Background: an optimization exercise with open tools, aiming at small area, a short achievable clock period and few clock cycles per item. Do not read the settings as production practice.
Where RTL was checked, it was by simulation tests only, not by an equivalence proof against the original.
No activity file was given, so power comes from the tool's default toggle rates.

==> inputs of tundra <==
## rdm_responder
module rdm_responder (
    input  wire        clk,
    input  wire        rst,            
    input  wire [47:0] own_uid,        
    input  wire        rx_valid,
    input  wire [7:0]  rx_data,
    input  wire        rx_last,
    output reg         rx_ready,
    output reg         tx_valid,
    output reg  [7:0]  tx_data,
    output reg         tx_last,
    output reg         tx_break,
    input  wire        tx_ready,
    output reg         mute_line,
    output reg         mute_evt,
    output reg         identify_line,
    output reg         identify_evt
);
==> flow/config.mk <==
export PLATFORM = sky130hd
export DESIGN_NAME = rdm_responder
export DESIGN_NICKNAME = rdm_responder
export VERILOG_FILES = /design/flow/design.v
export SDC_FILE = /design/flow/constraint.sdc
export NUM_CORES = 4
export LEC_CHECK = 0
export CAP_MARGIN = 20
export CORE_MARGIN = 2
export CORE_UTILIZATION = 60
export CTS_CLUSTER_DIAMETER = 80
export CTS_CLUSTER_SIZE = 30
export PLACE_DENSITY = 0.75
export SLEW_MARGIN = 20
==> flow/constraint.sdc <==
create_clock -name core_clock -period 10.0 [get_ports {clk}]
set_input_delay 2.0000 -clock core_clock [delete_from_list [all_inputs] [get_ports {clk}]]
set_output_delay 2.0000 -clock core_clock [all_outputs]
set_load 0.01 [all_outputs]
standard.sh (not shown) runs the stock make flow with config.mk's settings and CLKGATE_MAP_FILE= SYNTH_SCRIPT=/design/flow/synth_recipe.tcl, a recipe that flattens the netlist after the stock synthesis.
==> flow/flow/run.sh <==
#!/bin/bash
# Standard layout (the standard.sh, unchanged), with timing repair asked
# for SETUP_SLACK_MARGIN ns of extra setup slack at the design's own clock,
# and the port buffers made with the plain buf_1 cell.
set -euo pipefail
cd "$(dirname "$0")/.."
export SETUP_SLACK_MARGIN=7.0
export BUFFER_PORTS_ARGS="-buffer_cell sky130_fd_sc_hd__buf_1"
bash standard.sh finish > flow_make.log 2>&1
==> violet: changes against tundra <==
--- a/flow/design.v
+++ b/flow/design.v
@@ -83,14 +83,15 @@
     reg         hi_done;
     reg         r_std;                 
     reg         r_nack;
     reg  [2:0]  r_pd;
     reg  [1:0]  r_rc;                  
     reg  [5:0]  r_end;                 
     reg  [4:0]  dd;                    
+    reg  [7:0]  ob_tx;                 
     reg         hb;                    
     reg         lpd;                   
     reg         sb_v, sb_l, sb_b;
     reg         o_nv;                  
     reg  [7:0]  sb_d;
     wire [7:0]  b      = m_d;
     wire        b_eq_o = (b == ob_rx);
@@ -98,16 +99,15 @@
     wire        b_ff   = (b == 8'hFF);
     wire        p_lo   = (pos[7:6] == 2'd0);         
     wire        ld;
     wire        lead_z   = (lead == 6'd0);
     wire        lead_p   = ~lead[5] & ~lead_z;
     wire        f_safe   = ~done_pend & (~hb | lead_p | (lead_z & ld));
     wire        inact_bank = ~bank;
-    reg         w_al;                   
-    reg         r_al;                   
+    wire        w_al     = (wd == 5'd0);
     wire        go       = ~(fpos & ~f_safe) & ~(rpos & ~w_al);
     wire        c        = m_v & go;
     wire        mfree    = ~m_v | c;
     wire        ml_seen   = ge8c(pos, 8'd3);
     wire        at_cshi   = ml_seen & (pos == ml) & ~cshf;
     wire        frame_ok  = hok & pdlok & cshf & cshok & (sum[7:0] == b) & ~bad;
     wire        addressed = uni | all_ | vend;
@@ -194,47 +194,48 @@
         end
     end
     wire        std_rep = s_uni & ~q_kdub;
     wire        rep     = q_dubrep | std_rep;
     wire        quiet   = ~rep & ~q_eff;
     wire        disp    = done_pend & (quiet | (~act & (~rep | ~sb_v)));
     wire        start   = disp & rep;
-    reg  [2:0]  tsel;
+    reg  [2:0]  tsel_n;
     always @* begin
         if (r_std) begin
             case (idx[3:0])
-                4'd9:  tsel = 3'd0;
-                4'd10: tsel = 3'd1;
-                4'd11: tsel = 3'd2;
-                4'd12: tsel = 3'd3;
-                4'd13: tsel = 3'd4;
-                default: tsel = 3'd5;
+                4'd8:  tsel_n = 3'd0;
+                4'd9:  tsel_n = 3'd1;
+                4'd10: tsel_n = 3'd2;
+                4'd11: tsel_n = 3'd3;
+                4'd12: tsel_n = 3'd4;
+                default: tsel_n = 3'd5;
             endcase
         end else begin
             case (idx[4:0])
-                5'd8, 5'd9:   tsel = 3'd0;
-                5'd10, 5'd11: tsel = 3'd1;
-                5'd12, 5'd13: tsel = 3'd2;
-                5'd14, 5'd15: tsel = 3'd3;
-                5'd16, 5'd17: tsel = 3'd4;
-                default:      tsel = 3'd5;
+                5'd7, 5'd8:   tsel_n = 3'd0;
+                5'd9, 5'd10:  tsel_n = 3'd1;
+                5'd11, 5'd12: tsel_n = 3'd2;
+                5'd13, 5'd14: tsel_n = 3'd3;
+                5'd15, 5'd16: tsel_n = 3'd4;
+                default:      tsel_n = 3'd5;
             endcase
         end
     end
-    reg  [7:0]  own_tx;
+    reg  [7:0]  own_tx_n;
     always @* begin
-        case (tsel)
-            3'd0: own_tx = own_uid[47:40];
-            3'd1: own_tx = own_uid[39:32];
-            3'd2: own_tx = own_uid[31:24];
-            3'd3: own_tx = own_uid[23:16];
-            3'd4: own_tx = own_uid[15:8];
-            default: own_tx = own_uid[7:0];
+        case (tsel_n)
+            3'd0: own_tx_n = own_uid[47:40];
+            3'd1: own_tx_n = own_uid[39:32];
+            3'd2: own_tx_n = own_uid[31:24];
+            3'd3: own_tx_n = own_uid[23:16];
+            3'd4: own_tx_n = own_uid[15:8];
+            default: own_tx_n = own_uid[7:0];
         endcase
     end
+    wire        r_al    = (dd[3:0] == 4'd0);
     wire [7:0]  tap31   = bank ? ring1[255:248] : ring0[255:248];
     wire [7:0]  tap15   = bank ? ring1[127:120] : ring0[127:120];
     wire [7:0]  lab_b   = dd[4] ? tap15 : tap31;
     reg  [7:0]  pd_b;
     always @* begin
         pd_b = 8'h00;
         case (r_pd)
@@ -291,15 +292,15 @@
                 5'd2:  nb = {2'b00, r_end};
                 5'd3:  nb = f_src0;
                 5'd4:  nb = f_src1;
                 5'd5:  nb = f_src2;
                 5'd6:  nb = f_src3;
                 5'd7:  nb = f_src4;
                 5'd8:  nb = f_src5;
-                5'd9, 5'd10, 5'd11, 5'd12, 5'd13, 5'd14: nb = own_tx;
+                5'd9, 5'd10, 5'd11, 5'd12, 5'd13, 5'd14: nb = ob_tx;
                 5'd15: nb = f_tn;
                 5'd16: nb = {6'd0, r_nack, 1'b0};
                 5'd17: nb = 8'h00;
                 5'd18: nb = f_sd0;
                 5'd19: nb = f_sd1;
                 5'd20: nb = inc8(f_cc);
                 5'd21: nb = f_pid0;
@@ -308,15 +309,15 @@
             endcase
         end else begin
             if (~ge8c({2'b00, idx}, 8'd7))
                 nb = 8'hFE;
             else if (idx == 6'd7)
                 nb = 8'hAA;
             else if (~ge8c({2'b00, idx}, 8'd20))
-                nb = own_tx | (idx[0] ? 8'h55 : 8'hAA);
+                nb = ob_tx | (idx[0] ? 8'h55 : 8'hAA);
             else if (~ge8c({2'b00, idx}, 8'd22))
                 nb = {2'b00, t_hi} | (idx[0] ? 8'h55 : 8'hAA);
             else
                 nb = tL | (idx[0] ? 8'h55 : 8'hAA);
         end
     end
     wire        nb_last = r_std ? hi_done : (idx == 6'd23);
@@ -324,15 +325,14 @@
     assign      ld      = act & avail & ~sb_v;
     wire        put  = ld | start;
     wire [7:0]  pb   = start ? (std_rep ? 8'hCC : 8'hFE) : nb;
     wire        pl   = ~start & nb_last;
     wire        pbrk = start ? std_rep : r_std;
     wire        o_free = o_nv | tx_ready;
     wire [4:0]  base_ac = bank ? base1 : base0;
-    wire [4:0]  dd_s    = ph - base_ac + 5'd24;
     wire        wr_ring = c & inr8(pos, 8'd24, 8'd55);
     wire [5:0]  pos6    = pos[5:0];
     wire [5:0]  lead_s0 = inc6(inc6(~pos6));        
     wire [5:0]  lead_s1 = inc6(~pos6);              
     wire [5:0]  idx_i   = inc6(idx);
     wire [5:0]  lead_i  = inc6(lead);
     wire [5:0]  lead_d  = dec6(lead);
@@ -409,52 +409,44 @@
                 end else if (at_cshi) begin
                     cshf  <= 1'b1;
                     cshok <= (sum[15:8] == b);
                 end else
                     sum <= sum + {8'd0, b};
             end
         end
-        if (c && pos == 8'd24) begin
-            wd   <= 5'd0;
-            w_al <= 1'b1;
-        end else if (!c) begin
-            wd   <= wd + 5'd1;
-            w_al <= (wd == 5'd31);
-        end
+        if (c && pos == 8'd24) wd <= 5'd0;
+        else if (!c)           wd <= wd + 5'd1;
         if (start) begin
             idx     <= 6'd1;
             hi_done <= 1'b0;
             lpd     <= 1'b0;
             r_std   <= std_rep;
             r_nack  <= d_nack;
             r_pd    <= d_pd;
             r_rc    <= d_rc;
             r_end   <= d_end;
             tL      <= 8'h00;
             tH      <= 6'd0;
             tc      <= 1'b0;
-            dd      <= dd_s;
-            r_al    <= (dd_s[3:0] == 4'd0);
+            dd      <= ph - base_ac + 5'd24;
         end else begin
             if (ld) begin
                 idx     <= idx_i;
                 hi_done <= r_std & at_end;
                 if (idx == 6'd23) lpd <= r_std & (r_pd == PD_LABEL) & (r_end != 6'd24);
                 else if (idx_i == r_end) lpd <= 1'b0;
                 if (add_p) begin
                     tL <= lsum[7:0];
                     tH <= tHc;
                     tc <= lsum[8];
                 end
             end else
-            begin
-                dd   <= dd + 5'd1;
-                r_al <= (dd[3:0] == 4'd15);
-            end
+                dd <= dd + 5'd1;
         end
+        if (ld) ob_tx <= own_tx_n;
         if (start)
             lead <= c ? (m_l ? 6'd1 : lead_s1) : lead_s0;
         else if (c & m_l)
             lead <= ld ? idx_i : idx;
         else if (ld & ~c)
             lead <= lead_i;
         else if (c & ~ld)
==> flow/run.sh (new file) <==
#!/bin/bash
# synth_recipe.tcl (not shown) runs the flow's synth.tcl, then flattens the netlist and writes it again
# the make line also repeats each setting of config.mk as NAME=value (left out here)
make -C /OpenROAD-flow-scripts/flow DESIGN_CONFIG=/design/flow/config.mk WORK_HOME=/design/flow/orfs CLKGATE_MAP_FILE= SYNTH_SCRIPT=/design/flow/synth_recipe.tcl finish
Settings changed: CAP_MARGIN 20 to 50, CTS_CLUSTER_DIAMETER 80 to default, CTS_CLUSTER_SIZE 30 to default, SLEW_MARGIN 20 to 50.
removed: flow/flow/run.sh
removed: flow/standard.sh
==> xenon: changes against tundra <==
--- a/flow/design.v
+++ b/flow/design.v
@@ -83,16 +83,19 @@
     reg         hi_done;
     reg         r_std;                 
     reg         r_nack;
     reg  [2:0]  r_pd;
     reg  [1:0]  r_rc;                  
     reg  [5:0]  r_end;                 
     reg  [4:0]  dd;                    
+    reg  [7:0]  ob_tx;                 
     reg         hb;                    
     reg         lpd;                   
+    reg  [9:0]  o_cn;
+    wire [7:0]  o_pd = ~o_cn[9:2];             
     reg         sb_v, sb_l, sb_b;
     reg         o_nv;                  
     reg  [7:0]  sb_d;
     wire [7:0]  b      = m_d;
     wire        b_eq_o = (b == ob_rx);
     wire        b_gt_o = (b > ob_rx);
     wire        b_ff   = (b == 8'hFF);
@@ -194,45 +197,45 @@
         end
     end
     wire        std_rep = s_uni & ~q_kdub;
     wire        rep     = q_dubrep | std_rep;
     wire        quiet   = ~rep & ~q_eff;
     wire        disp    = done_pend & (quiet | (~act & (~rep | ~sb_v)));
     wire        start   = disp & rep;
-    reg  [2:0]  tsel;
+    reg  [2:0]  tsel_n;
     always @* begin
         if (r_std) begin
             case (idx[3:0])
-                4'd9:  tsel = 3'd0;
-                4'd10: tsel = 3'd1;
-                4'd11: tsel = 3'd2;
-                4'd12: tsel = 3'd3;
-                4'd13: tsel = 3'd4;
-                default: tsel = 3'd5;
+                4'd8:  tsel_n = 3'd0;
+                4'd9:  tsel_n = 3'd1;
+                4'd10: tsel_n = 3'd2;
+                4'd11: tsel_n = 3'd3;
+                4'd12: tsel_n = 3'd4;
+                default: tsel_n = 3'd5;
             endcase
         end else begin
             case (idx[4:0])
-                5'd8, 5'd9:   tsel = 3'd0;
-                5'd10, 5'd11: tsel = 3'd1;
-                5'd12, 5'd13: tsel = 3'd2;
-                5'd14, 5'd15: tsel = 3'd3;
-                5'd16, 5'd17: tsel = 3'd4;
-                default:      tsel = 3'd5;
+                5'd7, 5'd8:   tsel_n = 3'd0;
+                5'd9, 5'd10:  tsel_n = 3'd1;
+                5'd11, 5'd12: tsel_n = 3'd2;
+                5'd13, 5'd14: tsel_n = 3'd3;
+                5'd15, 5'd16: tsel_n = 3'd4;
+                default:      tsel_n = 3'd5;
             endcase
         end
     end
-    reg  [7:0]  own_tx;
+    reg  [7:0]  own_tx_n;
     always @* begin
-        case (tsel)
-            3'd0: own_tx = own_uid[47:40];
-            3'd1: own_tx = own_uid[39:32];
-            3'd2: own_tx = own_uid[31:24];
-            3'd3: own_tx = own_uid[23:16];
-            3'd4: own_tx = own_uid[15:8];
-            default: own_tx = own_uid[7:0];
+        case (tsel_n)
+            3'd0: own_tx_n = own_uid[47:40];
+            3'd1: own_tx_n = own_uid[39:32];
+            3'd2: own_tx_n = own_uid[31:24];
+            3'd3: own_tx_n = own_uid[23:16];
+            3'd4: own_tx_n = own_uid[15:8];
+            default: own_tx_n = own_uid[7:0];
         endcase
     end
     wire [7:0]  tap31   = bank ? ring1[255:248] : ring0[255:248];
     wire [7:0]  tap15   = bank ? ring1[127:120] : ring0[127:120];
     wire [7:0]  lab_b   = dd[4] ? tap15 : tap31;
     reg  [7:0]  pd_b;
     always @* begin
@@ -266,18 +269,18 @@
                       endcase
             PD_SWVER: pd_b = idx[0] ? 8'h31 : 8'h76;
             PD_LABEL: pd_b = lab_b;
             default:  pd_b = {7'd0, identify_line};
         endcase
     end
     wire        add_p  = r_std ? ~hi_done : inr8({2'b00, idx}, 8'd9, 8'd20);
-    wire [8:0]  lsum   = {1'b0, tL} + {1'b0, tx_data};
+    wire [8:0]  lsum   = {1'b0, tL} + {1'b0, o_pd};
     wire [5:0]  tHc    = tc ? inc6(tH) : tH;
     wire [5:0]  tHc1   = tc ? inc6(inc6(tH)) : inc6(tH);
-    wire [5:0]  t_hi   = (add_p & cy8(tL, tx_data)) ? tHc1 : tHc;
+    wire [5:0]  t_hi   = (add_p & cy8(tL, o_pd)) ? tHc1 : tHc;
     wire        at_end = (idx == r_end);
     reg  [7:0]  nb;
     always @* begin
         nb = 8'h00;
         if (r_std) begin
             if (hi_done)
                 nb = tL;
@@ -291,15 +294,15 @@
                 5'd2:  nb = {2'b00, r_end};
                 5'd3:  nb = f_src0;
                 5'd4:  nb = f_src1;
                 5'd5:  nb = f_src2;
                 5'd6:  nb = f_src3;
                 5'd7:  nb = f_src4;
                 5'd8:  nb = f_src5;
-                5'd9, 5'd10, 5'd11, 5'd12, 5'd13, 5'd14: nb = own_tx;
+                5'd9, 5'd10, 5'd11, 5'd12, 5'd13, 5'd14: nb = ob_tx;
                 5'd15: nb = f_tn;
                 5'd16: nb = {6'd0, r_nack, 1'b0};
                 5'd17: nb = 8'h00;
                 5'd18: nb = f_sd0;
                 5'd19: nb = f_sd1;
                 5'd20: nb = inc8(f_cc);
                 5'd21: nb = f_pid0;
@@ -308,29 +311,31 @@
             endcase
         end else begin
             if (~ge8c({2'b00, idx}, 8'd7))
                 nb = 8'hFE;
             else if (idx == 6'd7)
                 nb = 8'hAA;
             else if (~ge8c({2'b00, idx}, 8'd20))
-                nb = own_tx | (idx[0] ? 8'h55 : 8'hAA);
+                nb = ob_tx | (idx[0] ? 8'h55 : 8'hAA);
             else if (~ge8c({2'b00, idx}, 8'd22))
                 nb = {2'b00, t_hi} | (idx[0] ? 8'h55 : 8'hAA);
             else
                 nb = tL | (idx[0] ? 8'h55 : 8'hAA);
         end
     end
     wire        nb_last = r_std ? hi_done : (idx == 6'd23);
     wire        avail   = ~lpd | r_al;
     assign      ld      = act & avail & ~sb_v;
     wire        put  = ld | start;
     wire [7:0]  pb   = start ? (std_rep ? 8'hCC : 8'hFE) : nb;
     wire        pl   = ~start & nb_last;
     wire        pbrk = start ? std_rep : r_std;
     wire        o_free = o_nv | tx_ready;
+    wire        o_load = o_free & (sb_v | put);
+    wire [9:0]  o_new  = sb_v ? {sb_d, sb_l, sb_b} : {pb, pl, pbrk};
     wire [4:0]  base_ac = bank ? base1 : base0;
     wire [4:0]  dd_s    = ph - base_ac + 5'd24;
     wire        wr_ring = c & inr8(pos, 8'd24, 8'd55);
     wire [5:0]  pos6    = pos[5:0];
     wire [5:0]  lead_s0 = inc6(inc6(~pos6));        
     wire [5:0]  lead_s1 = inc6(~pos6);              
     wire [5:0]  idx_i   = inc6(idx);
@@ -447,26 +452,28 @@
                 end
             end else
             begin
                 dd   <= dd + 5'd1;
                 r_al <= (dd[3:0] == 4'd15);
             end
         end
+        if (ld) ob_tx <= own_tx_n;
         if (start)
             lead <= c ? (m_l ? 6'd1 : lead_s1) : lead_s0;
         else if (c & m_l)
             lead <= ld ? idx_i : idx;
         else if (ld & ~c)
             lead <= lead_i;
         else if (c & ~ld)
             lead <= lead_d;
-        if (o_free) begin
-            if (sb_v) {tx_data, tx_last, tx_break} <= {sb_d, sb_l, sb_b};
-            else if (put) {tx_data, tx_last, tx_break} <= {pb, pl, pbrk};
-        end
+        if (o_load) begin
+            {tx_data, tx_last, tx_break} <= o_new;
+            o_cn <= ~o_new;
+        end else
+            {tx_data, tx_last, tx_break} <= ~o_cn;
     end
     reg         rst_q;
     wire        rr = rst | rst_q;
     always @(posedge clk) begin
         rst_q <= rst;
         if (rst) begin
             rx_ready <= 1'b0;
==> flow/flow/run.sh (replaced) <==
#!/bin/bash
# Standard layout (the standard.sh, unchanged), with timing repair asked
# for SETUP_SLACK_MARGIN ns of extra setup slack at the design's own clock,
# the port buffers made with the plain buf_1 cell, and no dummy loads in CTS.
set -euo pipefail
cd "$(dirname "$0")/.."
export SETUP_SLACK_MARGIN=6.95
export BUFFER_PORTS_ARGS="-buffer_cell sky130_fd_sc_hd__buf_1"
export CTS_ARGS="-sink_clustering_enable -repair_clock_nets -sink_clustering_size 26 -sink_clustering_max_diameter 70 -dont_use_dummy_load"
bash standard.sh finish > flow_make.log 2>&1
Settings changed: CORE_UTILIZATION 60 to 70, CTS_CLUSTER_DIAMETER 80 to 70, CTS_CLUSTER_SIZE 30 to 26, PLACE_DENSITY 0.75 to 0.85.
==> amber: changes against tundra <==
--- a/flow/design.v
+++ b/flow/design.v
@@ -58,15 +58,14 @@
     wire        hs = rx_valid & ~s_full;
     reg  [7:0]  pos;           
     reg  [15:0] sum;           
     reg  [7:0]  ml;            
     reg         hok, uni, all_, vend, pdlok, cshf, cshok, bad;
     reg         pdl0, pdl1, pdl12, pdlle32, idnz;
     reg         lo_dec, lo_fail, hi_dec, hi_fail;
-    reg  [7:0]  ob_rx;         
     reg  [4:0]  wd;            
     reg         fpos, rpos;    
     reg  [5:0]  lead;          
     reg         s_full;        
     reg  [7:0]  f_src0, f_src1, f_src2, f_src3, f_src4, f_src5;
     reg  [7:0]  f_tn, f_sd0, f_sd1, f_cc, f_pid0, f_pid1;
     reg         done_pend, s_uni;
@@ -89,14 +88,15 @@
     reg  [4:0]  dd;                    
     reg         hb;                    
     reg         lpd;                   
     reg         sb_v, sb_l, sb_b;
     reg         o_nv;                  
     reg  [7:0]  sb_d;
     wire [7:0]  b      = m_d;
+    wire [7:0]  ob_rx;
     wire        b_eq_o = (b == ob_rx);
     wire        b_gt_o = (b > ob_rx);
     wire        b_ff   = (b == 8'hFF);
     wire        p_lo   = (pos[7:6] == 2'd0);         
     wire        ld;
     wire        lead_z   = (lead == 6'd0);
     wire        lead_p   = ~lead[5] & ~lead_z;
@@ -108,34 +108,35 @@
     wire        c        = m_v & go;
     wire        mfree    = ~m_v | c;
     wire        ml_seen   = ge8c(pos, 8'd3);
     wire        at_cshi   = ml_seen & (pos == ml) & ~cshf;
     wire        frame_ok  = hok & pdlok & cshf & cshok & (sum[7:0] == b) & ~bad;
     wire        addressed = uni | all_ | vend;
     wire        new_done  = c & m_l & frame_ok & addressed;
-    reg  [2:0]  rsel_n;
+    reg  [2:0]  rsel;
     always @* begin
         case (pos[5:0])
-            6'd2, 6'd23, 6'd29: rsel_n = 3'd0;
-            6'd3, 6'd24, 6'd30: rsel_n = 3'd1;
-            6'd4, 6'd25, 6'd31: rsel_n = 3'd2;
-            6'd5, 6'd26, 6'd32: rsel_n = 3'd3;
-            6'd6, 6'd27, 6'd33: rsel_n = 3'd4;
-            default:            rsel_n = 3'd5;
+            6'd3, 6'd24, 6'd30: rsel = 3'd0;
+            6'd4, 6'd25, 6'd31: rsel = 3'd1;
+            6'd5, 6'd26, 6'd32: rsel = 3'd2;
+            6'd6, 6'd27, 6'd33: rsel = 3'd3;
+            6'd7, 6'd28, 6'd34: rsel = 3'd4;
+            default:            rsel = 3'd5;
         endcase
     end
-    reg  [7:0]  own_rx_n;
+    reg  [7:0]  own_rx;
+    assign      ob_rx = own_rx;
     always @* begin
-        case (rsel_n)
-            3'd0: own_rx_n = own_uid[47:40];
-            3'd1: own_rx_n = own_uid[39:32];
-            3'd2: own_rx_n = own_uid[31:24];
-            3'd3: own_rx_n = own_uid[23:16];
-            3'd4: own_rx_n = own_uid[15:8];
-            default: own_rx_n = own_uid[7:0];
+        case (rsel)
+            3'd0: own_rx = own_uid[47:40];
+            3'd1: own_rx = own_uid[39:32];
+            3'd2: own_rx = own_uid[31:24];
+            3'd3: own_rx = own_uid[23:16];
+            3'd4: own_rx = own_uid[15:8];
+            default: own_rx = own_uid[7:0];
         endcase
     end
     wire        sd_nz   = |{f_sd0, f_sd1};
     wire        cc_disc = (f_cc == 8'h10);
     wire        cc_get  = (f_cc == 8'h20);
     wire        cc_set  = (f_cc == 8'h30);
     wire        pid_hi0 = (f_pid0 == 8'h00);
@@ -345,15 +346,14 @@
             {s_d, s_l} <= {rx_data, rx_last};
         if (~sb_v)
             {sb_d, sb_l, sb_b} <= {pb, pl, pbrk};
         q_kdub   <= k_dub;
         q_dubrep <= dub_rep;
         q_eff    <= e_ident | e_label;
         if (c) begin
-            ob_rx <= own_rx_n;
             if (pos == 8'd2) ml <= b;
             if (pos == 8'd9)  f_src0 <= b;
             if (pos == 8'd10) f_src1 <= b;
             if (pos == 8'd11) f_src2 <= b;
             if (pos == 8'd12) f_src3 <= b;
             if (pos == 8'd13) f_src4 <= b;
             if (pos == 8'd14) f_src5 <= b;
==> comparison <==
Of tundra and xenon, tundra has the higher clock-buffer cell count (gap 7).
Between amber and tundra, the lower sequential share of layout area is in tundra (gap 0.29 points).
Synthesized area: xenon > violet > tundra > amber.
Core utilization: violet < tundra < amber < xenon.
In tundra the register-to-register slack is lower than in xenon, by 190 ps.
Of tundra and amber, tundra has the higher first-iteration DRC count (gap about 1.1%, measured against amber).
In violet the combinational power is smaller than in amber, by about 50%.
In amber the synthesized cell count is smaller than in tundra, by about 1.1%.
Die area: amber is smaller than tundra (about 2%).
In xenon the final cell count is smaller than in violet, by about 2.8%.
Between amber and tundra, the lower power is in tundra (gap about 3%, measured against tundra).
Testbench counts of violet, summed over its fixed seeds: cycles 39,462, requests 1,280.
Testbench counts of xenon, summed over its fixed seeds: cycles 39,462, requests 1,280.
For tundra and amber, only the layout was checked, not whether the RTL still works.

re-timing with driven ports:
How much do the figures lean on ideal ports? The routed layouts below were timed once more, with nothing changed but the port constraints.
Step 1 sets driving cells, clkbuf_16 on the clock port and buf_2 on the other inputs (assumed; they add their load-dependent delay and slew).
Step 2 also shifts input and output timing later by t, the mid clock arrival at the registers, as if the neighbouring blocks saw the same clock.
a / b / c = no drivers / after step 1 / after step 2; a / b = the first two.
run | shift t [ns] | slack for setup (ns) | worst hold slack (ns)
tundra | 0.651 | 6.759 / 6.699 / 6.205 | 0.317 / 0.317 / 0.317
violet | 0.676 | 5.830 / 5.830 / 5.830 | 0.313 / 0.313 / 0.313
xenon | 0.618 | 6.906 / 6.846 / 6.568 | 0.290 / 0.290 / 0.290
amber | 0.659 | 5.930 / 5.948 / 5.290 | 0.325 / 0.325 / 0.325
After both steps setup and hold are still met in every run listed. For amber, which loses most, drivers alone change the setup slack by +0.018 ns; drivers and shift together by -0.640 ns.
